What follows belongs to an exercise in optimizing a design on an open flow for small area, a short achievable clock period and few clock cycles per item; a production flow would make more cautious choices.
No functional check of the RTL was part of this run.
Power figures rest on the tool's default switching activity, not on a simulated workload.

$ cat flow/config.mk
export PLATFORM = sky130hd
export DESIGN_NAME = ble_tx
export DESIGN_NICKNAME = ble_tx
export VERILOG_FILES = /design/flow/design.v
export SDC_FILE = /design/flow/constraint.sdc
export NUM_CORES = 4
export LEC_CHECK = 0
export CAP_MARGIN = 20
export CORE_MARGIN = 2
export CORE_UTILIZATION = 40
export PLACE_DENSITY = 0.6
export SLEW_MARGIN = 20
$ cat flow/design.v
module ble_tx (
    input  wire       clk,
    input  wire       rst,
    input  wire       start_valid,
    output wire       start_ready,
    input  wire [5:0] start_channel,
    input  wire [1:0] start_phy,
    input  wire [4:0] start_plen,
    input  wire       in_valid,
    output wire       in_ready,
    input  wire [7:0] in_data,
    output reg        out_valid,
    input  wire       out_ready,
    output reg  [7:0] out_data,
    output reg        out_last
);
    localparam [23:0] CRC_POLY = 24'h00065B;
    localparam [23:0] CRC_INIT = 24'h555555;
    function [7:0] rev8(input [7:0] x);
        integer b;
        begin
            for (b = 0; b < 8; b = b + 1)
                rev8[b] = x[7-b];
        end
    endfunction
    function [23:0] crc8(input [23:0] c, input [7:0] d);
        integer b;
        reg [23:0] r;
        begin
            r = c;
            for (b = 7; b >= 0; b = b - 1)
                r = {r[22:0], 1'b0} ^ ((r[23] ^ d[b]) ? CRC_POLY : 24'd0);
            crc8 = r;
        end
    endfunction
    function [7:0] wbyte(input [6:0] l);
        integer b;
        reg [6:0] s;
        begin
            s = l;
            for (b = 7; b >= 0; b = b - 1) begin
                wbyte[b] = s[6];
                s = {s[5:0], s[6]} ^ (s[6] ? 7'h10 : 7'h00);
            end
        end
    endfunction
    function [6:0] lfsr8(input [6:0] l);
        integer b;
        reg [6:0] s;
        begin
            s = l;
            for (b = 0; b < 8; b = b + 1)
                s = {s[5:0], s[6]} ^ (s[6] ? 7'h10 : 7'h00);
            lfsr8 = s;
        end
    endfunction
    function [7:0] s8map(input a0, input a1);
        s8map = {a0, a0, ~a0, ~a0, a1, a1, ~a1, ~a1};
    endfunction
    reg       busy;         
    reg       pend;         
    reg [5:0] s_ch;
    reg [1:0] s_phy;
    reg [4:0] s_pl;
    assign start_ready = !busy;
    wire start_fire = start_valid && !busy;
    wire [4:0] ps      = (s_pl > 5'd25) ? s_pl - 5'd26 : s_pl + 5'd5;
    wire       ps_wrap = (s_pl > 5'd25);
    reg [7:0] mem [0:30];
    reg       ld_act;       
    reg [4:0] wslot;
    reg       wrapped;
    reg       a_in;         
    reg       all_in;       
    reg       a_rd;         
    assign in_ready = ld_act && (!wrapped || a_rd);
    wire in_fire = in_valid && in_ready;
    always @(posedge clk) begin
        if (in_fire)
            mem[wslot] <= in_data;
    end
    localparam [2:0] A_IDLE = 3'd0,
                     A_H0   = 3'd1,
                     A_H1   = 3'd2,
                     A_ADDR = 3'd3,
                     A_PAY  = 3'd4,
                     A_CRC  = 3'd5;
    reg [2:0] aph;
    reg [4:0] rslot;
    reg [1:0] ccnt;
    reg       rb_v;
    reg [7:0] rb;
    reg       rb_crc;
    reg       rb_last;
    reg       fb_v;
    reg [7:0] fb;
    reg       fb_last;
    reg [23:0] crc;
    reg [6:0]  lfsr;
    wire fb_take;           
    wire a_avail = (aph == A_H0) || (aph == A_H1) || (aph == A_CRC) ||
                   (aph == A_ADDR && a_in) || (aph == A_PAY && all_in);
    wire fb_load = rb_v && (!fb_v || fb_take);
    wire rb_load = a_avail && (!rb_v || fb_load);
    wire [7:0] pb   = rev8(rb);
    wire [7:0] bsrc = rb_crc ? crc[23:16] : pb;
    localparam [2:0] O_IDLE = 3'd0,
                     O_PRE  = 3'd1,
                     O_AA   = 3'd2,    
                     O_HDR  = 3'd3,    
                     O_FRM  = 3'd4,
                     O_TERM = 3'd5;
    reg [2:0] oph;
    reg [5:0] ocnt;         
    reg [1:0] o_phy;
    reg [2:0] fec;          
    reg [2:0] bc;           
    reg       sk_v;
    reg [7:0] sk_d;
    reg       sk_l;
    wire adv   = !sk_v;
    wire coded = o_phy[1];
    wire s8    = o_phy[0];
    wire       e_b  = (oph == O_HDR) ? (ocnt == 6'd4 ? (o_phy == 2'd2) :
                                        ocnt >= 6'd5 ? hdr_bit(ocnt) : 1'b0)
                                     : (oph == O_FRM ? fb[7] : 1'b0);
    wire       e_a1 = e_b ^ fec[1] ^ fec[2];
    wire       e_a0 = e_a1 ^ fec[0];
    function hdr_bit(input [5:0] n);
        reg [31:0] aa;
        begin
            aa = 32'h6B7D9171;
            hdr_bit = aa[n - 6'd5];
        end
    endfunction
    reg [7:0] s2_byte;
    reg [2:0] s2_fec;
    always @(*) begin : s2calc
        integer k;
        reg b, x1, x0;
        s2_fec = fec;
        s2_byte = 8'd0;
        for (k = 0; k < 4; k = k + 1) begin
            b  = (oph == O_FRM) ? fb[7-k] : 1'b0;
            x1 = b ^ s2_fec[1] ^ s2_fec[2];
            x0 = x1 ^ s2_fec[0];
            s2_byte[7-2*k]   = x0;
            s2_byte[6-2*k]   = x1;
            s2_fec = {s2_fec[1:0], b};
        end
    end
    wire use_s2 = coded && !s8 && (oph == O_FRM || oph == O_TERM);
    reg       nv;
    reg [7:0] nb;
    reg       nl;
    reg       fb_done;      
    always @(*) begin
        nv = 1'b0;
        nb = 8'h00;
        nl = 1'b0;
        fb_done = 1'b0;
        case (oph)
            O_PRE: begin
                nv = 1'b1;
                nb = coded ? 8'h3C : 8'h55;
            end
            O_AA: begin
                nv = 1'b1;
                case (ocnt[1:0])
                    2'd3: nb = 8'h6B;
                    2'd2: nb = 8'h7D;
                    2'd1: nb = 8'h91;
                    default: nb = 8'h71;
                endcase
            end
            O_HDR: begin
                nv = 1'b1;
                nb = s8map(e_a0, e_a1);
            end
            O_FRM: begin
                nv = fb_v;
                if (!coded) begin
                    nb = fb;
                    fb_done = 1'b1;
                    nl = fb_last;
                end else if (s8) begin
                    nb = s8map(e_a0, e_a1);
                    fb_done = (bc == 3'd7);
                end else begin
                    nb = s2_byte;
                    fb_done = (bc == 3'd4);
                end
            end
            O_TERM: begin
                nv = 1'b1;
                nb = s8 ? s8map(e_a0, e_a1) : s2_byte;
                nl = (ocnt == 6'd0);
            end
            default: ;
        endcase
    end
    wire emit = adv && nv;
    assign fb_take = emit && (oph == O_FRM) && fb_done;
    wire pkt_end = emit && nl;
    wire pstart = pend && ((oph == O_IDLE) || pkt_end);
    always @(posedge clk) begin
        if (rst) begin
            busy    <= 1'b0;
            pend    <= 1'b0;
            s_ch    <= 6'd0;
            s_phy   <= 2'd0;
            s_pl    <= 5'd0;
            ld_act  <= 1'b0;
            wslot   <= 5'd0;
            wrapped <= 1'b0;
            a_in    <= 1'b0;
            all_in  <= 1'b0;
            a_rd    <= 1'b0;
            aph     <= A_IDLE;
            rslot   <= 5'd0;
            ccnt    <= 2'd0;
            rb_v    <= 1'b0;
            rb      <= 8'd0;
            rb_crc  <= 1'b0;
            rb_last <= 1'b0;
            fb_v    <= 1'b0;
            fb      <= 8'd0;
            fb_last <= 1'b0;
            crc     <= CRC_INIT;
            lfsr    <= 7'd0;
            oph     <= O_IDLE;
            ocnt    <= 6'd0;
            o_phy   <= 2'd0;
            fec     <= 3'd0;
            bc      <= 3'd0;
            sk_v    <= 1'b0;
            sk_d    <= 8'd0;
            sk_l    <= 1'b0;
            out_valid <= 1'b0;
            out_data  <= 8'd0;
            out_last  <= 1'b0;
        end else begin
            if (start_fire) begin
                busy    <= 1'b1;
                pend    <= 1'b1;
                s_ch    <= start_channel;
                s_phy   <= start_phy;
                s_pl    <= start_plen;
                ld_act  <= 1'b1;
                wslot   <= 5'd0;
                wrapped <= 1'b0;
                a_in    <= 1'b0;
                all_in  <= 1'b0;
                a_rd    <= 1'b0;
            end
            if (in_fire) begin
                wslot <= (wslot == 5'd30) ? 5'd0 : wslot + 5'd1;
                if (wslot == 5'd30)
                    wrapped <= 1'b1;
                if (!wrapped && wslot == 5'd5)
                    a_in <= 1'b1;
                if (wslot == ps && wrapped == ps_wrap) begin
                    all_in <= 1'b1;
                    ld_act <= 1'b0;
                end
            end
            if (rb_load) begin
                rb_v    <= 1'b1;
                rb_crc  <= (aph == A_CRC);
                rb_last <= (aph == A_CRC) && (ccnt == 2'd2);
                case (aph)
                    A_H0:    rb <= 8'h02;                        
                    A_H1:    rb <= {3'b000, s_pl} + 8'd6;        
                    default: rb <= mem[rslot];
                endcase
                case (aph)
                    A_H0: aph <= A_H1;
                    A_H1: begin
                        aph   <= A_ADDR;
                        rslot <= 5'd5;
                    end
                    A_ADDR: begin
                        rslot <= rslot - 5'd1;
                        if (rslot == 5'd0) begin
                            a_rd <= 1'b1;
                            if (s_pl == 5'd0) begin
                                aph  <= A_CRC;
                                ccnt <= 2'd0;
                                busy <= 1'b0;
                            end else begin
                                aph   <= A_PAY;
                                rslot <= ps;
                            end
                        end
                    end
                    A_PAY: begin
                        rslot <= (rslot == 5'd0) ? 5'd30 : rslot - 5'd1;
                        if (rslot == 5'd6) begin
                            aph  <= A_CRC;
                            ccnt <= 2'd0;
                            busy <= 1'b0;
                        end
                    end
                    A_CRC: begin
                        ccnt <= ccnt + 2'd1;
                        if (ccnt == 2'd2)
                            aph <= A_IDLE;
                    end
                    default: ;
                endcase
            end else if (fb_load) begin
                rb_v <= 1'b0;
            end
            if (fb_load) begin
                fb_v    <= 1'b1;
                fb      <= bsrc ^ wbyte(lfsr);
                fb_last <= rb_last;
                crc     <= rb_crc ? {crc[15:0], 8'h00} : crc8(crc, pb);
                lfsr    <= lfsr8(lfsr);
            end else if (fb_take) begin
                fb_v <= 1'b0;
            end else if (emit && oph == O_FRM) begin
                fb <= s8 ? {fb[6:0], 1'b0} : {fb[3:0], 4'h0};
            end
            if (emit) begin
                if (coded && oph != O_PRE) begin
                    if (use_s2)
                        fec <= s2_fec;
                    else
                        fec <= {fec[1:0], e_b};
                end
                if (oph == O_FRM)
                    bc <= fb_done ? 3'd0 : bc + (s8 ? 3'd1 : 3'd4);
                ocnt <= ocnt - 6'd1;
                case (oph)
                    O_PRE: if (ocnt == 6'd0) begin
                        oph  <= coded ? O_HDR : O_AA;
                        ocnt <= coded ? 6'd36 : 6'd3;
                    end
                    O_AA: if (ocnt == 6'd0) oph <= O_FRM;
                    O_HDR: if (ocnt == 6'd0) oph <= O_FRM;
                    O_FRM: if (fb_done && fb_last) begin
                        if (coded) begin
                            oph  <= O_TERM;
                            ocnt <= s8 ? 6'd2 : 6'd0;
                        end else begin
                            oph  <= O_IDLE;
                        end
                    end
                    O_TERM: if (ocnt == 6'd0) oph <= O_IDLE;
                    default: ;
                endcase
            end
            if (pstart) begin
                pend  <= 1'b0;
                o_phy <= s_phy;
                oph   <= O_PRE;
                ocnt  <= s_phy[1] ? 6'd9 : (s_phy[0] ? 6'd1 : 6'd0);
                fec   <= 3'd0;
                bc    <= 3'd0;
                aph   <= A_H0;
                crc   <= CRC_INIT;
                lfsr  <= {s_ch[0], s_ch[1], s_ch[2], s_ch[3], s_ch[4], s_ch[5], 1'b1};
            end
            if (!out_valid || out_ready) begin
                if (sk_v) begin
                    out_valid <= 1'b1;
                    out_data  <= sk_d;
                    out_last  <= sk_l;
                    sk_v      <= 1'b0;
                end else if (emit) begin
                    out_valid <= 1'b1;
                    out_data  <= nb;
                    out_last  <= nl;
                end else begin
                    out_valid <= 1'b0;
                end
            end else if (emit) begin
                sk_v <= 1'b1;
                sk_d <= nb;
                sk_l <= nl;
            end
        end
    end
endmodule
$ cat flow/run.sh
#!/bin/bash
# synth_recipe.tcl (not shown) runs the flow's synth.tcl, then flattens the netlist and writes it again
# the make line also repeats each setting of config.mk as NAME=value (left out here)
make -C /OpenROAD-flow-scripts/flow DESIGN_CONFIG=/design/flow/config.mk WORK_HOME=/design/flow/orfs CLKGATE_MAP_FILE= SYNTH_SCRIPT=/design/flow/synth_recipe.tcl finish
$ cat flow/constraint.sdc
create_clock -name core_clock -period 5.0 [get_ports {clk}]
set_input_delay 1.0000 -clock core_clock [delete_from_list [all_inputs] [get_ports {clk}]]
set_output_delay 1.0000 -clock core_clock [all_outputs]
set_load 0.01 [all_outputs]
==> run summary <==
-- final timing paths --
| kind | start | endpoint | slack, ns | cells after the start |
|---|---|---|---|---|
| max | ocnt[0] | out_data[1] | 1.41 | 11 |
| min | out_data[4] | out_data[4] | 0.45 | 2 |
| max reg2reg | ocnt[0] | out_data[1] | 1.41 | 11 |
| min reg2reg | out_data[4] | out_data[4] | 0.45 | 2 |
-- area by class of cell --
class / count / area [sq um]
fillers: 3779 / 22670
flip-flops and latches: 377 / 10040
multi-input cells: 902 / 6653
clock buffers: 58 / 1152
well taps: 539 / 674.4
repair buffers: 57 / 528.0
clock inverters: 18 / 235.2
inverters: 23 / 86.33
-- worst min-delay path, delay by kind of cell, from the launching register on --
kind | cells | cell delay [ns]
DFF | 1 | 0.31
AOI/OAI and AO/OA | 1 | 0.05
and+or+nand+nor | 1 | 0.05
-- report_power, final --
group	internal (mW)	switching (mW)	leakage, nW
clock	1.84	1.25	0.672
sequential	3.37	0.0753	3.28
combinational	0.293	0.420	2.16
-- logic make-up after synthesis --
logic type / after synthesis
and+or+nand+nor: 415
DFF: 377
AOI/OAI and AO/OA: 257
muxes: 111
buffers and inverters: 106
xor gates and xnor gates: 93
adders and majority gates: 26
-- flip-flops by register name, summed over array words and instances (netlist names), 2 cells and up, named ones only --
| name | cells |
|---|---|
| mem | 248 |
| crc | 24 |
| fb | 8 |
| out_data | 8 |
| rb | 8 |
| sk_d | 8 |
| lfsr | 7 |
| ocnt | 6 |
| s_ch | 6 |
| rslot | 5 |
| s_pl | 5 |
| wslot | 5 |
| aph | 3 |
| bc | 3 |
| fec | 3 |
| oph | 3 |
| ccnt | 2 |
| o_phy | 2 |
| s_phy | 2 |
-- layer usage --
metal  global-route usage  wire length (um)
met5                    0                 0
met4              0.05877               980
met3              0.02825              2204
met2               0.2941             18880
met1               0.2676             18860
-- layout by cell type (no fill, tap or decap), types with 4 or more instances in the layout --
cell | Yosys | routed
sky130_fd_sc_hd__nor2b_1 | 16 | 15
sky130_fd_sc_hd__mux2i_1 | 33 | 33
sky130_fd_sc_hd__bufinv_16 | 0 | 4
sky130_fd_sc_hd__o22ai_1 | 5 | 5
sky130_fd_sc_hd__clkbuf_1 | 62 | 13
sky130_fd_sc_hd__o211ai_1 | 14 | 14
sky130_fd_sc_hd__nor3_1 | 39 | 39
sky130_fd_sc_hd__nand2_1 | 129 | 129
sky130_fd_sc_hd__clkdlybuf4s50_1 | 0 | 36
sky130_fd_sc_hd__a32oi_1 | 4 | 4
sky130_fd_sc_hd__mux2_2 | 6 | 6
sky130_fd_sc_hd__mux4_2 | 72 | 72
sky130_fd_sc_hd__edfxtp_1 | 248 | 248
sky130_fd_sc_hd__a31oi_1 | 6 | 6
sky130_fd_sc_hd__and3_1 | 6 | 6
sky130_fd_sc_hd__a22o_1 | 5 | 5
sky130_fd_sc_hd__clkinv_1 | 1 | 5
sky130_fd_sc_hd__nand4_1 | 4 | 4
sky130_fd_sc_hd__and2_1 | 8 | 8
sky130_fd_sc_hd__a22oi_1 | 9 | 9
sky130_fd_sc_hd__a221oi_1 | 7 | 7
sky130_fd_sc_hd__o21ai_0 | 53 | 53
sky130_fd_sc_hd__a211oi_1 | 25 | 25
sky130_fd_sc_hd__or3_1 | 8 | 8
sky130_fd_sc_hd__buf_4 | 1 | 19
sky130_fd_sc_hd__nand2b_1 | 13 | 13
sky130_fd_sc_hd__nand3_1 | 17 | 17
sky130_fd_sc_hd__inv_1 | 22 | 22
sky130_fd_sc_hd__nor2_1 | 157 | 157
sky130_fd_sc_hd__a21oi_1 | 93 | 92
sky130_fd_sc_hd__o311ai_0 | 4 | 4
sky130_fd_sc_hd__xnor2_1 | 73 | 73
sky130_fd_sc_hd__xor2_1 | 20 | 20
sky130_fd_sc_hd__dfxtp_1 | 129 | 125
sky130_fd_sc_hd__clkinv_2 | 0 | 5
sky130_fd_sc_hd__ha_1 | 26 | 26
sky130_fd_sc_hd__clkbuf_16 | 0 | 43
sky130_fd_sc_hd__o221ai_1 | 5 | 5
==> impl_summary.txt <==
----------------------------------------------------
[Route]
  Drt total wl ... between 40000 and 50000 um
  Post-DR wirelength/cell ... 20.73 um
  Vias per Instance ... 5.582
  Total DRC errors in the routed layout ... 0
  Vias ... 11020
  Number of search-and-repair iterations in the first detailed-routing pass ... 7
  Starting DRC count in detailed routing ... 1082
  Number of nets with antenna violations after detailed routing ... 0

[Synthesis]
  Count of flip-flops with a built-in enable after synthesis ... 248
  Share of synthesized area spent on multiplexers ... 0.1181
  Top cells by area in the synthesized netlist ... sky130_fd_sc_hd__edfxtp_1 44%, sky130_fd_sc_hd__dfxtp_1 15%, sky130_fd_sc_hd__mux4_2 9.5%
  Post-Synth XOR/XNOR Area ... 0.04762
  Instance count of the mapped netlist ... 1385
  Commonest cells post-synth ... 248 x sky130_fd_sc_hd__edfxtp_1, 157 x sky130_fd_sc_hd__nor2_1, 129 x sky130_fd_sc_hd__dfxtp_1, 129 x sky130_fd_sc_hd__nand2_1, 93 x sky130_fd_sc_hd__a21oi_1
  Mean Syn Cell Area ... 12.35 sq um
  Dominant synthesized flop cell ... sky130_fd_sc_hd__edfxtp_1
  Number of nets produced by synthesis ... 1437
  Synth area leader ... sky130_fd_sc_hd__edfxtp_1
  Synth cell types ... 70
  Area share of the largest cell type after synthesis ... 0.4354
  Post-synthesis share of cell area spent on and, or, nand and nor gates ... 0.1077
  Cell with the most instances after synthesis ... sky130_fd_sc_hd__edfxtp_1
  Compound-gate portion of the synthesized area ... 0.09612
  Seq/Total Area, Yosys ... 0.5864
  Largest family of logic cells by synthesized area ... multiplexers
  Fraction of registers with async set/reset ... 0
  Share of synthesized cell area in full adder, half adder and majority cells ... 0.01902
  Number of synthesis warnings ... 1
  Register bit total from synthesis ... 377
  Combined area of all synthesized cells ... approximately 17000 sq um

[Floorplan]
  IO Pins ... 38
  Area of the die ... 44430 sq um
  Vert. Die Dim ... about 210 um
  Area of the core ... 42040 sq um
  Standard-cell row count ... 75
  Starting utilization of the core area ... 0.4069
  Horizontal die dimension ... 210.8 um

[STA]
  Tightest Pin Transition ... 1.084 ns
  Count of endpoints failing setup in the final report ... 0
  Final count of hold timing violations ... 0
  Worst-case hold slack ... 0.4519 ns
  Unrepaired setup endpoints after global routing ... false
  Post-route worst setup slack ... between 1 and 1.5 ns
  Count of pins over their slew limit ... 0
  Final-layout setup total negative slack ... 0 ns
  Final clock period utilization by the worst path ... 0.7188
  Peak Freq ... 278.2 MHz
  Clock skew after layout ... 0.03905 ns
  Post-layout minimum cycle time ... 3.594 ns
  Remaining max-slew budget at the tightest pin ... 0.2774

[Clock tree]
  Clock Latency Late Sink ... a little under 0.6 ns
  Buffer count from post-CTS setup fixing ... 0
  Clock transition at the registers of the reported paths ... ~0.050 ns
  Post-CTS Hold Buffers ... 0
  Clock Root Buffer ... sky130_fd_sc_hd__clkbuf_16
  Sink count of the clock tree ... 377
  Buffer depth of the longest clock path ... 3
  Resized Gates After CTS ... 0
  Clock tree from TritonCTS ... done
  Inserted Clock Buffers ... 42
  H-tree lvl count ... 2

[Finish]
  Final Instance Count excl. Fillers ... 1974
  Antenna diode count ... 0
  Net count, final ... around 1500
  Area Overhead vs Synth ... 13.22%
  Layout cells sized above 1 ... 0.1213
  Final instance area ... 19370 sq um
  Post-layout util ... 0.4607

[Job]
  Number of max-cap violations ... 0

[Worst hold path]
  Worst hold path type ... flop to flop

[Placed design]
  Number of cells after detailed placement ... 1898
  Pre-CTS worst setup slack ... 1.421 ns
  Number of port buffers ... 37
  Placed wire-length estimate after detailed placement ... ~27000 um
  Cell area after placement ... 17970 sq um
  Global placement routability congestion ... 0.8563

[Global routing]
  Initial antenna violation count ... 0
  GRT Residual Overflow ... 0
  Wire length of the first global-routing pass ... roughly 64000 um
  Via count of the first global-routing pass ... 10940
  GRT Total Usage ... 0.1868
  Pin count of the biggest net entering global routing ... between 60 and 70

[Critical path]
  Slowest cell delay on critical path ... about 0.73 ns
  Library cell appearing most often on the critical path ... sky130_fd_sc_hd__o31ai_1
  Maximum fanout along the worst path ... 12
  Required time reported for the critical path endpoint ... 5.40 ns
  CP Capture Type ... flop
  CP max stage cell ... sky130_fd_sc_hd__o31ai_1
  Startpoint kind of the worst setup timing path ... flop
  Cell Chain, Critical Path ... inv_1, ha_1, nor2b_1, o31ai_1, o31ai_1, o31ai_1, o31ai_2, xor2_1, o221ai_1, a221oi_1, nor3_1
  Arrival time of data at the critical path endpoint ... 3.99 ns
  Path type of the worst setup path ... flop to flop
  Number of buffer and inverter instances along the worst setup path ... 1
  Largest delay share family, worst path ... compound AO/OA/AOI/OAI gates

[Power and ir drop]
  Leakage power total ... about 6 nW
  Power density over the cells ... 374.4 nW/um^2
  Worst IR drop on VDD ... 0.3215 mV
  Final total power ... 7.251 mW

[Status]
  Result of the run ... complete, no violations

----------------------------------------------------

static timing again, ports no longer ideal:
In the flow no input, the clock included, has a driving cell. The finished layout below was timed again as built, in two steps.
Step 1, drivers: a clkbuf_16 drives clk and a buf_2 each remaining input, both assumed.
Step 2 moves the port delays by t, midway between the first and last clock arrival at a register: inputs arrive t later, outputs are due t later. That takes back most of the time a late clock gives input paths.
Three values: no drivers, after step 1, after step 2; two values: the first two.
t, ns: 0.613
slack for setup (ns): 1.406 / 1.406 / 1.392
clock arrival spread, ns: 0.040 / 0.040
After both steps setup and hold are still met in this run. For this run, drivers alone change the setup slack by 0.000 ns; drivers and shift together by -0.014 ns.
